From an optimization exercise on the open Yosys and OpenROAD flow, aimed at small area, a short achievable clock period and few clock cycles; shortcuts taken in it are not production practice. Only simulation tests tie the RTL to the original design; equivalence was not proved. No activity file was given, so power comes from the tool's default toggle rates.

## felics_enc
module felics_enc (
    input  wire         clk,
    input  wire         rst,
    input  wire         start,
    input  wire [7:0]   width,       
    input  wire [15:0]  height,      
    output wire         idle,
    input  wire         pix_valid,
    input  wire [7:0]   pix_data,
    output wire         pix_ready,
    output wire         tbl_re,
    output wire [7:0]   tbl_raddr,
    input  wire [119:0] tbl_rdata,
    output wire         tbl_we,
    output wire [7:0]   tbl_waddr,
    output wire [119:0] tbl_wdata,
    output reg          out_valid,
    output reg  [7:0]   out_data
);
Size: ~5600 cells after synthesis, about 310 I/O pins.
make LEC_CHECK=0 CAP_MARGIN=20 CORE_MARGIN=2 CORE_UTILIZATION=40 CTS_CLUSTER_DIAMETER=80 CTS_CLUSTER_SIZE=24 PLACE_DENSITY=0.6 SLEW_MARGIN=20 finish   # period 20.0 ns
run.sh (not shown) runs the stock make flow with config.mk's settings and CLKGATE_MAP_FILE= SYNTH_SCRIPT=/design/flow/synth_recipe.tcl, a recipe that flattens the netlist after the stock synthesis.
The starting point went through all stages and came out clean.
Testbench counts at the start, summed over its fixed seeds: cycles 43,453.
==> next run, changes <==
--- a/flow/design.v
+++ b/flow/design.v
@@ -432,24 +432,34 @@
     always @* begin
         ab_v_nx = ab_v;
         if (m_v & m_line)
             ab_v_nx[m_slot] = 1'b1;
         if (acc & nblk_end & ~last_pix)
             ab_v_nx[nslot] = 1'b0;
     end
-    wire [1:0] ls    = nslot_nx;
-    wire [1:0] ls1   = smw ? 2'd0 : nslot_nx;
-    wire       mld   = m_v & m_line & (m_slot == ls);
-    wire       mld1  = m_v & m_line & (m_slot == ls1);
-    wire       pw    = pr_r & (cslot == ls) & (cpos == npos_nx);
-    wire       pw1   = pr_r & (cslot == ls1) & (cpos == 2'd1);
-    wire [7:0] cbv   = (npos_nx == 2'd0) ? cb0[ls] : (npos_nx == 2'd1) ? cb1[ls] : cb2[ls];
-    wire [7:0] mlv   = (npos_nx == 2'd0) ? m_cur[97:90] : (npos_nx == 2'd1) ? m_cur[105:98] : m_cur[113:106];
-    wire [7:0] lbn_nx = pw ? pix_data : mld ? mlv : cbv;
-    wire [7:0] lb1_nx = pw1 ? pix_data : mld1 ? m_cur[105:98] : cb1[ls1];
+    function automatic [7:0] slotv(input [1:0] sl, input [1:0] ps);
+        begin
+            if (m_v & m_line & (m_slot == sl))
+                slotv = (ps == 2'd0) ? m_cur[97:90] : (ps == 2'd1) ? m_cur[105:98] : m_cur[113:106];
+            else
+                slotv = (ps == 2'd0) ? cb0[sl] : (ps == 2'd1) ? cb1[sl] : cb2[sl];
+        end
+    endfunction
+    wire [1:0] npos_a1  = nwrap ? 2'd0 : (npos == 2'd2) ? 2'd0 : npos + 2'd1;
+    wire [1:0] nslot_a1 = nwrap ? (smw ? 2'd0 : nslot_inc) : (npos == 2'd2) ? nslot_inc : nslot;
+    wire [1:0] ls1_a1   = smw ? 2'd0 : nslot_a1;
+    wire [1:0] ls1_n1   = smw ? 2'd0 : nslot;
+    wire       pw_a     = (cslot == nslot_a1) & (cpos == npos_a1);
+    wire       pw1_a    = (cslot == ls1_a1) & (cpos == 2'd1);
+    wire [7:0] lbn_a    = slotv(nslot_a1, npos_a1);
+    wire [7:0] lb1_a    = slotv(ls1_a1, 2'd1);
+    wire [7:0] lbn_n    = (m_v & m_line & (m_slot == nslot)) ? slotv(nslot, npos) : lbn;
+    wire [7:0] lb1_n    = (m_v & m_line & (m_slot == ls1_n1)) ? m_cur[105:98] : lb1;
+    wire [7:0] lbn_nx   = ~acc ? lbn_n : pw_a ? pix_data : lbn_a;
+    wire [7:0] lb1_nx   = ~acc ? lb1_n : pw1_a ? pix_data : lb1_a;
     wire       running_nx = (st != ST_IDLE) & (rf_z_nx | (dirty & (rf_ptr > {2'd0, mm1})));
     wire [2:0] ahead_nx   = ahead + {2'd0, op_issue} - {2'd0, blk_done};
     wire [1:0] g_slot_nx  = g_slot + {1'b0, op_issue};
     wire [5:0] g_word_nx  = ~op_issue ? g_word : (g_word == mm1) ? 6'd0 : g_word + 6'd1;
     wire p_blw   = lt8(pix_data, l_pre);
     wire p_abv   = lt8(h_pre, pix_data);
     wire s1o_nx  = acc & ~vnext & (p_blw | p_abv);
Outcome:
- The changed run completed with no timing, DRC or antenna violations
- core utilization hardly moves
- hold slack improved by 0.015 ns
- cell area went up by about 1.7%
- routed wire length went up by about 1.1%
- clock skew went down by 0.0098 ns
- die area went up by 1.6%
Testbench counts after the change, summed over its fixed seeds: cycles 43,453.

felics_enc, a different RTL version from the one above (not shown whole).
For scale: about 5,700 cells after synthesis, ~920 flip-flops, about 310 I/O pins, ~53,000 µm² of cells after synthesis.
clock: 20.0 ns
lec_check: 0
cap_margin: 20
core_margin: 2
core_utilization: 40
cts_cluster_diameter: 80
cts_cluster_size: 24
place_density: 0.6
slew_margin: 20
Testbench counts at the start, summed over its fixed seeds: cycles 44,758.
Change:
--- a/flow/design.v
+++ b/flow/design.v
@@ -516,15 +516,16 @@
     wire        bok1     = adh(lbn_h1, lb1_h1) < rr;
     wire [4:0]  x_lo     = acc ? x_lo1 : x_lo0;
     wire [4:0]  x_hi     = acc ? x_hi1 : x_hi0;
     wire        both_reg = acc ? breg1 : breg0;
     wire        both_ok  = acc ? bok1 : bok0;
     wire        ctx_a    = (ncnt2 != 2'd2) | ~dirty_nx |
                            (both_reg ? both_ok :
-                            ((rr != 4'd0) & (pix_data[7:4] == (acc ? xh1 : xh0))));
+                            ((rr != 4'd0) & ({1'b0, pix_data[7:4]} >= x_lo) &
+                             ({1'b0, pix_data[7:4]} < x_hi)));
     wire ok_a  = ~done_nx & ~last_nx & (smw | last2 | ab_v2[nslot2]) & ctx_a;
     wire occ_ok    = acc_in ? ((occ <= 3'd4) | (pop & (occ <= 3'd5))) : ((occ <= 3'd5) | pop);
     wire pr_nx     = running_nx & occ_ok & (acc_in ? ok_a : ok_b) &
                      (~smw | (st == ST_RUN));
     always @(posedge clk) begin
         i_d     <= pix_data;
         if (acc_in)
=>
- The new run finished with timing, DRC and antenna clean
- final area goes up by 0.88%
- sequential cell count stays the same
- sequential share of layout area came out lower by 0.31 points
- non-clock buffer count rose by 2
- global-route usage falls by 0.29 points
- via count climbs by 1.7%
- worst setup slack gains 0.0053 ns
- die area goes up by 1.2%
- critical path depth does not change
- power is lower by 4.6%
- wire length is about the same
Testbench counts after the change, summed over its fixed seeds: cycles 43,456.

## static timing again, ports no longer ideal
In the flow no input, the clock included, has a driving cell. The finished layouts below were timed again as built, in two steps. Step 1 sets driving cells, clkbuf_16 on the clock port and buf_2 on the other inputs (assumed; they add their load-dependent delay and slew). Step 2 times the ports against the registers' clock, not the clock port: input delays grow and output delays shrink by t, the midpoint of the rising clock arrivals with the driver on. a / b / c = ideal ports / drivers / drivers and shift; a / b = the first two.
| run | t, ns | setup slack, ns | hold WS [ns] | worst register clock-pin slew, ns | worst data-port slew with drivers (ns) |
|---|---|---|---|---|---|
| the first run of note 1 | 0.775 | 13.200 / 13.207 / 12.478 | 0.319 / 0.319 / 0.319 | 0.10 / 0.10 | 0.13 |
| the second run of note 1 | 0.764 | 13.134 / 13.134 / 12.553 | 0.334 / 0.334 / 0.334 | 0.11 / 0.11 | 0.19 |
| the first run of note 2 | 0.770 | 13.164 / 13.164 / 12.826 | 0.332 / 0.332 / 0.332 | 0.10 / 0.10 | 0.12 |
| the second run of note 2 | 0.756 | 13.169 / 13.169 / 12.847 | 0.337 / 0.337 / 0.337 | 0.10 / 0.10 | 0.10 |
After both steps every run listed still meets setup and hold. The setup slack of the first run of note 1, which loses most, moves by +0.007 ns with the drivers and by -0.722 ns with both steps.
